Source: an optimization exercise on an open RTL-to-GDS flow (aim: small area, a short achievable clock period and few clock cycles). Production flows keep margins and buffers that such runs may drop.
Only the layout flow was run in this run; the RTL was not checked for function there.
Power is estimated from default activity; no workload was simulated.

--- flow/config.mk ---
export PLATFORM = sky130hd
export DESIGN_NAME = itmp_codec
export DESIGN_NICKNAME = itmp_codec
export VERILOG_FILES = /design/flow/design.v
export SDC_FILE = /design/flow/constraint.sdc
export NUM_CORES = 4
export LEC_CHECK = 0
export CAP_MARGIN = 20
export CORE_MARGIN = 2
export CORE_UTILIZATION = 40
export CTS_CLUSTER_DIAMETER = 60
export CTS_CLUSTER_SIZE = 30
export SETUP_SLACK_MARGIN = 3.7
export SLEW_MARGIN = 20
--- flow/constraint.sdc ---
create_clock -name core_clock -period 6.0 [get_ports {clk}]
set_input_delay 1.2000 -clock core_clock [delete_from_list [all_inputs] [get_ports {clk}]]
set_output_delay 1.2000 -clock core_clock [all_outputs]
set_load 0.01 [all_outputs]
--- flow/design.v ---
module itmp_crc8_step (
    input  wire [7:0] crc_in,
    input  wire [7:0] data_in,
    output wire [7:0] crc_out
);
    wire [7:0] x = crc_in ^ data_in;
    assign crc_out[0] = x[2] ^ x[4] ^ x[5];
    assign crc_out[1] = x[0] ^ x[3] ^ x[5] ^ x[6];
    assign crc_out[2] = x[0] ^ x[1] ^ x[4] ^ x[6] ^ x[7];
    assign crc_out[3] = x[0] ^ x[1] ^ x[4] ^ x[7];
    assign crc_out[4] = x[0] ^ x[1] ^ x[4];
    assign crc_out[5] = x[1] ^ x[2] ^ x[5];
    assign crc_out[6] = x[0] ^ x[2] ^ x[3] ^ x[6];
    assign crc_out[7] = x[1] ^ x[3] ^ x[4] ^ x[7];
endmodule
module itmp_encoder (
    input  wire       clk,
    input  wire       rst,
    input  wire       s_valid,
    output wire       s_ready,
    input  wire [7:0] s_data,
    input  wire       s_last,
    output reg        tx_valid,
    input  wire       tx_ready,
    output reg  [7:0] tx_data
);
    localparam [7:0] FLAG = 8'h7E;
    localparam [7:0] ESC  = 8'h7D;
    localparam [1:0] E_OPEN  = 2'd0;    
    localparam [1:0] E_BYTE  = 2'd1;    
    localparam [1:0] E_CRC   = 2'd2;    
    localparam [1:0] E_CLOSE = 2'd3;    
    reg        a_v, b_v;
    reg  [7:0] a_d, b_d;
    reg        a_l, b_l;
    reg        a_x, b_x;      
    reg  [1:0] state;
    reg  [7:0] crc;
    reg        esc_sent;      
    reg        s_rdy;
    assign s_ready = s_rdy;
    wire       s_take = s_valid && s_rdy;
    wire       s_x    = (s_data[7:2] == 6'b011111) && (s_data[1] ^ s_data[0]);
    wire       adv    = !tx_valid || tx_ready;    
    wire       crc_x  = (crc == FLAG) || (crc == ESC);
    wire [7:0] crc_next;
    itmp_crc8_step u_crc (.crc_in(crc), .data_in(a_d), .crc_out(crc_next));
    wire       pop    = adv && (state == E_BYTE) && a_v && !(a_x && !esc_sent);
    always @(posedge clk) begin
        if (rst) begin
            a_v   <= 1'b0;
            b_v   <= 1'b0;
            s_rdy <= 1'b1;
        end else begin
            if (!a_v || pop) begin
                if (b_v) begin
                    a_v   <= 1'b1;
                    b_v   <= 1'b0;
                    s_rdy <= 1'b1;
                end else begin
                    a_v   <= s_take;
                end
            end else if (s_take) begin
                b_v   <= 1'b1;
                s_rdy <= 1'b0;
            end
        end
    end
    always @(posedge clk) begin
        if (!a_v || pop) begin
            if (b_v) begin
                a_d <= b_d; a_l <= b_l; a_x <= b_x;
            end else begin
                a_d <= s_data; a_l <= s_last; a_x <= s_x;
            end
        end
        if (s_rdy) begin
            b_d <= s_data; b_l <= s_last; b_x <= s_x;
        end
    end
    always @(posedge clk) begin
        if (rst) begin
            state    <= E_OPEN;
            esc_sent <= 1'b0;
            tx_valid <= 1'b0;
            tx_data  <= FLAG;    
            crc      <= 8'hFF;
        end else if (adv) begin
            case (state)
                E_OPEN: begin
                    tx_valid <= a_v || s_valid;
                    tx_data  <= FLAG;
                    crc      <= 8'hFF;
                    esc_sent <= 1'b0;
                    if (a_v || s_valid)
                        state <= E_BYTE;
                end
                E_BYTE: begin
                    tx_valid <= a_v;
                    if (a_x && !esc_sent) begin
                        tx_data <= ESC;
                        if (a_v)
                            esc_sent <= 1'b1;
                    end else begin
                        tx_data <= {a_d[7:6], a_d[5] ^ esc_sent, a_d[4:0]};
                        if (a_v) begin
                            esc_sent <= 1'b0;
                            crc      <= crc_next;
                            if (a_l)
                                state <= E_CRC;
                        end
                    end
                end
                E_CRC: begin
                    tx_valid <= 1'b1;
                    if (crc_x && !esc_sent) begin
                        tx_data  <= ESC;
                        esc_sent <= 1'b1;
                    end else begin
                        tx_data  <= {crc[7:6], crc[5] ^ esc_sent, crc[4:0]};
                        esc_sent <= 1'b0;
                        state    <= E_CLOSE;
                    end
                end
                E_CLOSE: begin
                    tx_valid <= 1'b1;
                    tx_data  <= FLAG;
                    state    <= E_OPEN;
                end
            endcase
        end
    end
endmodule
module itmp_decoder #(
    parameter RXBUF_MAX = 64,
    parameter QD        = 4         
) (
    input  wire       clk,
    input  wire       rst,
    input  wire       rx_valid,
    output reg        rx_ready,
    input  wire [7:0] rx_data,
    output reg        f_valid,
    input  wire       f_ready,
    output reg  [7:0] f_data,
    output reg        f_first,
    output reg        f_last
);
    localparam       AW = $clog2(RXBUF_MAX);        
    localparam       PW = AW + 1;                   
    localparam       LW = AW / 2;                   
    wire [7:0]    ring [0:RXBUF_MAX-1];
    reg  [(1 << (AW - LW))-1:0] wsel_hi;
    reg  [(1 << LW)-1:0]        wsel_lo;
    reg           r1_v;
    reg  [7:0]    r1_d;
    reg           r1_fl;         
    reg           r1_es;         
    reg           esc;
    reg  [7:0]    crc;
    reg  [PW-1:0] k;             
    reg           room;          
    reg           store;         
    reg           ovf;
    reg  [PW-1:0] wptr;          
    reg  [PW-1:0] fstart;        
    localparam    QW = $clog2(QD);
    reg  [AW-1:0] ql [0:QD-1];
    reg  [QW-1:0] q_rd, q_wr;
    reg  [QD-1:0] qn;
    reg  [PW-1:0] rptr;          
    reg           first_pend;    
    reg  [AW-1:0] left;          
    wire          proc     = r1_v && rx_ready;
    wire          eff_flag = !esc && r1_fl;
    wire          eff_esc  = !esc && r1_es;
    wire          is_data  = !eff_flag && !eff_esc;
    wire [7:0]    ubyte    = {r1_d[7:6], r1_d[5] ^ esc, r1_d[4:0]};
    wire          good     = !k[PW-1] && (crc == 8'h00) && !ovf;
    wire          fin      = proc && eff_flag;
    wire          push     = fin && good;
    wire [7:0]    crc_step;
    itmp_crc8_step u_crc (.crc_in(crc), .data_in(ubyte), .crc_out(crc_step));
    wire          load     = qn[0] && (!f_valid || f_ready);
    wire          rd_last  = !first_pend && (left == 0);
    wire          pop      = load && rd_last;
    wire [PW-1:0] occ      = wptr - rptr;
    wire          take     = rx_valid && rx_ready;
    wire          in_fl    = (rx_data == 8'h7E);
    wire          in_es    = (rx_data == 8'h7D);
    wire          esc_n    = proc ? eff_esc : esc;
    wire          r1_v_n   = take || (r1_v && !rx_ready);
    wire          fl_n     = take ? in_fl : r1_fl;
    wire          es_n     = take ? in_es : r1_es;
    wire          eflag_n  = !esc_n && fl_n;
    wire          data_n   = esc_n || (!fl_n && !es_n);
    wire          q_full_n = qn[QD-1] || (qn[QD-2] && push);
    wire          ring_full_n = qn[0] && (occ[PW-1] || (&occ[AW-1:0]));
    wire          stall_n  = r1_v_n && (eflag_n ? q_full_n : (data_n && ring_full_n));
    wire          room_n   = fin || (store ? (k != RXBUF_MAX - 4) : room);
    wire          store_n  = r1_v_n && !stall_n && data_n && room_n;
    wire [PW-1:0] wptr_n   = fin   ? (good ? wptr - 1'b1 : fstart) :
                             store ? wptr + 1'b1 : wptr;
    wire [QD-1:0] qn_up    = {qn[QD-2:0], 1'b1};
    wire [QD-1:0] qn_dn    = {1'b0, qn[QD-1:1]};
    wire [QD-1:0] qn_n     = (push && !pop) ? qn_up : (pop && !push) ? qn_dn : qn;
    integer i;
    genvar g;
    generate
        for (g = 0; g < RXBUF_MAX; g = g + 1) begin : slot
            reg [7:0] q;
            always @(posedge clk)
                if (wsel_hi[g >> LW] && wsel_lo[g & ((1 << LW) - 1)])
                    q <= ubyte;
            assign ring[g] = q;
        end
    endgenerate
    always @(posedge clk) begin
        for (i = 0; i < QD; i = i + 1)
            if (push && q_wr == i)
                ql[i] <= k[AW-1:0];
        if (take) begin
            r1_d  <= rx_data;
            r1_fl <= in_fl;
            r1_es <= in_es;
        end
        if (load)
            left    <= first_pend ? ql[q_rd] : left - 1'b1;
        if (rst) begin
            f_data  <= 8'h00;
            f_first <= 1'b0;
            f_last  <= 1'b0;
        end else if (load) begin
            f_data  <= ring[rptr[AW-1:0]];
            f_first <= first_pend;
            f_last  <= rd_last;
        end
    end
    always @(posedge clk) begin
        if (rst) begin
            rx_ready   <= 1'b1;
            r1_v       <= 1'b0;
            esc        <= 1'b0;
            crc        <= 8'hFF;
            k          <= {PW{1'b1}} - 2'd2;
            room       <= 1'b1;
            store      <= 1'b0;
            wsel_hi    <= {(1 << (AW - LW)){1'b0}};
            wsel_lo    <= {{((1 << LW) - 1){1'b0}}, 1'b1};
            ovf        <= 1'b0;
            wptr       <= {PW{1'b0}};
            fstart     <= {PW{1'b0}};
            q_rd       <= {QW{1'b0}};
            q_wr       <= {QW{1'b0}};
            qn         <= {QD{1'b0}};
            rptr       <= {PW{1'b0}};
            first_pend <= 1'b1;
            f_valid    <= 1'b0;
        end else begin
            rx_ready <= !stall_n;
            r1_v     <= r1_v_n;
            esc      <= esc_n;
            qn       <= qn_n;
            room     <= room_n;
            store    <= store_n;
            wptr     <= wptr_n;
            wsel_hi  <= {{((1 << (AW - LW)) - 1){1'b0}}, store_n} << wptr_n[AW-1:LW];
            wsel_lo  <= {{((1 << LW) - 1){1'b0}}, 1'b1} << wptr_n[LW-1:0];
            if (push)
                q_wr <= q_wr + 1'b1;
            if (pop)
                q_rd <= q_rd + 1'b1;
            if (fin) begin
                crc  <= 8'hFF;
                ovf  <= 1'b0;
                k    <= {PW{1'b1}} - 2'd2;
                if (good)
                    fstart <= wptr - 1'b1;
            end else if (store) begin
                crc  <= crc_step;
                k    <= k + 1'b1;
            end else if (proc && is_data) begin
                ovf  <= 1'b1;
            end
            if (load) begin
                f_valid    <= 1'b1;
                rptr       <= rptr + 1'b1;
                first_pend <= rd_last;
            end else if (f_ready) begin
                f_valid    <= 1'b0;
            end
        end
    end
endmodule
module itmp_codec (
    input  wire       clk,
    input  wire       rst,
    input  wire       s_valid,
    output wire       s_ready,
    input  wire [7:0] s_data,
    input  wire       s_last,
    output wire       tx_valid,
    input  wire       tx_ready,
    output wire [7:0] tx_data,
    input  wire       rx_valid,
    output wire       rx_ready,
    input  wire [7:0] rx_data,
    output wire       f_valid,
    input  wire       f_ready,
    output wire [7:0] f_data,
    output wire       f_first,
    output wire       f_last
);
    itmp_encoder u_enc (
        .clk(clk), .rst(rst),
        .s_valid(s_valid), .s_ready(s_ready), .s_data(s_data), .s_last(s_last),
        .tx_valid(tx_valid), .tx_ready(tx_ready), .tx_data(tx_data)
    );
    itmp_decoder #(.RXBUF_MAX(64)) u_dec (
        .clk(clk), .rst(rst),
        .rx_valid(rx_valid), .rx_ready(rx_ready), .rx_data(rx_data),
        .f_valid(f_valid), .f_ready(f_ready), .f_data(f_data),
        .f_first(f_first), .f_last(f_last)
    );
endmodule
--- flow/run.sh ---
#!/bin/bash
# synth_recipe.tcl (not shown) runs the flow's synth.tcl, then flattens the netlist and writes it again
# the make line also repeats each setting of config.mk as NAME=value (left out here)
make -C /OpenROAD-flow-scripts/flow DESIGN_CONFIG=/design/flow/config.mk WORK_HOME=/design/flow/orfs CLKGATE_MAP_FILE= SYNTH_SCRIPT=/design/flow/synth_recipe.tcl finish
==> run summary <==
-- worst max-delay path: stages (launching register included) --
cell      delay [ns]
dfxtp_4         0.39
inv_6           0.05
ha_4            0.21
and3b_2         0.27
a22o_1          0.24
a222oi_1        0.82
nand4_1         0.51
or4_4           0.64
o21ai_2         0.14
nand3_1         0.08
-- logic make-up after synthesis --
| family | Yosys count | share of synthesized area |
|---|---|---|
| AOI/OAI and AO/OA | 397 | 0.110 |
| adders and majority gates | 29 | 0.0136 |
| and+or+nand+nor | 573 | 0.113 |
| DFF | 673 | 0.705 |
| xor gates and xnor gates | 76 | 0.0245 |
| buffers and inverters | 114 | 0.0191 |
| muxes | 35 | 0.0136 |
-- path summary, 6_finish.rpt --
kind / from / slack [ns] / end
worst min-delay path: u_dec.f_last$_SDFFE_PP0P_ / 0.46 / u_dec.f_last$_SDFFE_PP0P_
worst min register to register: u_dec.f_last$_SDFFE_PP0P_ / 0.46 / u_dec.f_last$_SDFFE_PP0P_
worst max-delay path: u_dec.rptr[1]$_SDFFE_PP0P_ / 2.55 / u_dec.f_data[5]$_SDFFE_PP0P_
worst max register to register: u_dec.rptr[1]$_SDFFE_PP0P_ / 2.55 / u_dec.f_data[5]$_SDFFE_PP0P_
-- timing repair --
item                                    in CTS  in global routing
pin swaps                                   48                 35
endpoints found under the setup margin      74                 58
setup buffers                               48                 28
resized for setup                          276                 58
cloned                                       0                  0
-- through the flow --
stage | total power, W | instance area (um2) | util
floorplan | 0.00592 | 27500 | -
global placement | 0.00621 | 28800 | 0.428
detailed placement | 0.00622 | 28800 | 0.428
CTS | 0.00976 | 31500 | 0.468
global route | 0.0100 | 32000 | 0.475
finish | 0.00975 | 32000 | 0.476
-- cells in the final DEF, fill, tap and decap left out, types with 12 or more instances in the layout --
cell             netlist  final
nand4_1               47     47
clkdlybuf4s50_1        0     16
a211oi_1              13     13
a22oi_1              106     88
nor2_1               120     95
and2_1                67     65
o211ai_1              12     12
a222oi_1              16     16
o21ai_0               35     31
a22o_1                18     18
inv_1                 26     20
clkbuf_16              0     48
mux2_2                16     16
nor3_1                32     26
a22oi_2                1     19
ha_1                  28     21
and3_1                30     29
o22ai_1               14     13
buf_4                  7     83
nand2_1               96     92
dfxtp_2                0     15
dfxtp_1              103     72
xor2_1                27     24
buf_6                  3     29
edfxtp_1             570    570
nor2_2                 2     16
a32oi_1               55     51
a21oi_1               45     42
dfxtp_4                0     16
xnor2_1               49     45
mux2i_1               19     19
nand3_1               60     51
nand2b_1              21     17
-- flip-flops by register name (all words and copies together), names as in the netlist, 2 cells and up --
name	flops
u_dec.qn	4
u_dec.ql	24
u_dec.fstart	7
u_enc.a_d	8
u_dec.q_wr	2
u_dec.r1_d	8
u_enc.b_d	8
u_enc.tx_data	8
u_dec.wptr	7
u_dec.crc	8
u_enc.state	2
u_dec.slot.q	512
u_enc.crc	8
u_dec.k	7
u_dec.wsel_lo	8
u_dec.left	6
u_dec.f_data	8
u_dec.q_rd	2
u_dec.wsel_hi	8
u_dec.rptr	7
-- final cells by class --
type                    instances  area (um2)
inverters                      30         161
diodes                          2        5.00
clock buffers                  48        1200
flip-flops and latches        673       19300
fillers                      5842       35300
multi-input cells            1110        8350
clock inverters                38         500
repair buffers                151        1430
well taps                     873        1090
-- layer usage --
metal	vias up	GRT usage	wire [um]
met4	4	0.147	6010
met5	-	0	27
met3	294	0.0987	13900
met2	1492	0.452	47100
li1	7732	-	-
met1	9604	0.390	39900
-- power by group through the flow --
| stage | combinational, W | sequential, W | clock, W |
|---|---|---|---|
| global route | 0.000953 | 0.00530 | 0.00377 |
| floorplan | 0.000551 | 0.00537 | 0 |
| detailed placement | 0.000835 | 0.00538 | 0 |
| CTS | 0.000866 | 0.00528 | 0.00361 |
| global placement | 0.000825 | 0.00538 | 0 |
| finish | 0.000872 | 0.00529 | 0.00359 |
==> flow_summary.yaml <==
floorplanning:
  die_h_um: 265
  start_util: 0.404
  io_pins: 45
  die_w_um: 265
  coreArea_um2: 67300
  fp-row-count: 95
  die-area_um2: 70100
timing:
  fin_skew_ns: 0.0329
  worst_slack_ns: 2.55
  max_freq_mhz: 290
  setup_viol: 0
  finalMaxSlewViolations: 0
  period_minus_slack_ns: 3.45
  worst_pin_slew_ns: 1.25
  whs_ns: 0.458
  max_slew_margin: 0.161
  fin_crit_sh: 0.575
  setup_tns_ns: 0
  rsz0062_at_grt: "yes"
  finalHoldViolCount: 0
layout:
  drive_above_1_share: 0.206
  stdcell_count: 2925
  fin_nets: 2065
  area_delta_synth_final_pct: 17.7
placed_design:
  place_inst: 2761
  pre_cts_slack_ns: 1.99
  gp_congestion: 1.03
  portBuffers: 44
  post-dp-hpwl_um: 69400
clocking:
  clk_latency_ns: 0.64
  cts_max_path_buffers: 3
  root_buffer: "clkbuf_16"
  ctsHoldBuffers: 0
  htreeDepth: 2
  cts.sinks: 673
  cts_tree: "done"
  cts_made_buffers: 47
  clkSlewWorstSetupHoldPaths_ns: 0.10
hold_path:
  min_path_cells: 2
  hold_path_class: "flop to flop"
yosys:
  synth.top_cell.area_share: 0.629
  ys_types: 86
  ys_seq_area_frac: 0.705
  synthArstFlopShare: 0
  syn_avg_cell_area_um2: 14.3
  syn-instance-count: 1897
  yosysTopAreaCell: "edfxtp_1"
  post-synth-top-count-cell: "edfxtp_1"
  synth_area_leaders: "edfxtp_1, dfxtp_1, a22oi_1"
  synth_nets: 1949
  yosys_most_used_dff: "edfxtp_1"
  ys_ff_latch: 673
  syn_area_um2: 27200
  synth_warnings: 3
  synthTopCellsByCount: "edfxtp_1, nor2_1, a22oi_1"
  synth_edf_count: 570
routing:
  drtPass1Iterations: 7
  post_drt_wl_per_cell_um: 36.6
  viasPerCell: 6.54
  routed_wirelength_um: 107000
  antenna_left: 0
  vias: 19126
  drc_errors: 0
  drt_iter0_markers: 2932
setup_path:
  cp-end-kind: "flop"
  crit_fanout: 4
  path_class: "flop to flop"
  required_ns: 6.52
  critPathLaunchType: "flop"
  cp_data_arrival_time_ns: 3.97
  reg2regPathDepth: 9
pwr:
  p_int_w: 0.00719
  p_comb_frac: 0.089
  power_frac_seq: 0.543
  p_leak_nw: 10.5
  p_clk_frac: 0.368
  swShare: 0.262
  power_switching_w: 0.00255
  ir_drop_uv: 373
  powerDensity_nw_per_um2: 305
flow_run:
  max_cap_violations: 0
global_routing:
  grt_max_degree: 67
  track_usage: 0.300
  overflow: 0
  grt_pass1_vias: 18127
  grt_pass1_wl_um: 145000
  antenna_found_initial: 4
outcome:
  status: "timing/DRC/antenna clean"

[static timing again, ports no longer ideal]
No port has a modelled driver above. Below, the same layout with a new extraction and two added sets of constraints.
Step 1: set_driving_cell puts a clkbuf_16 on clk and a buf_2 on each other input, an assumption about the parent block.
Step 2 moves the port delays by t, midway between the first and last clock arrival at a register: inputs arrive t later, outputs are due t later. That takes back most of the time a late clock gives input paths.
Slacks: no drivers / after step 1 / after step 2; pairs: no drivers / after step 1.
t (ns): 0.685
slack for setup (ns): 2.552 / 2.552 / 2.552
latest minus earliest clock arrival (ns): 0.043 / 0.043
After both steps this run still meets setup and hold. For this run, drivers alone change the setup slack by 0.000 ns; drivers and shift together by 0.000 ns.
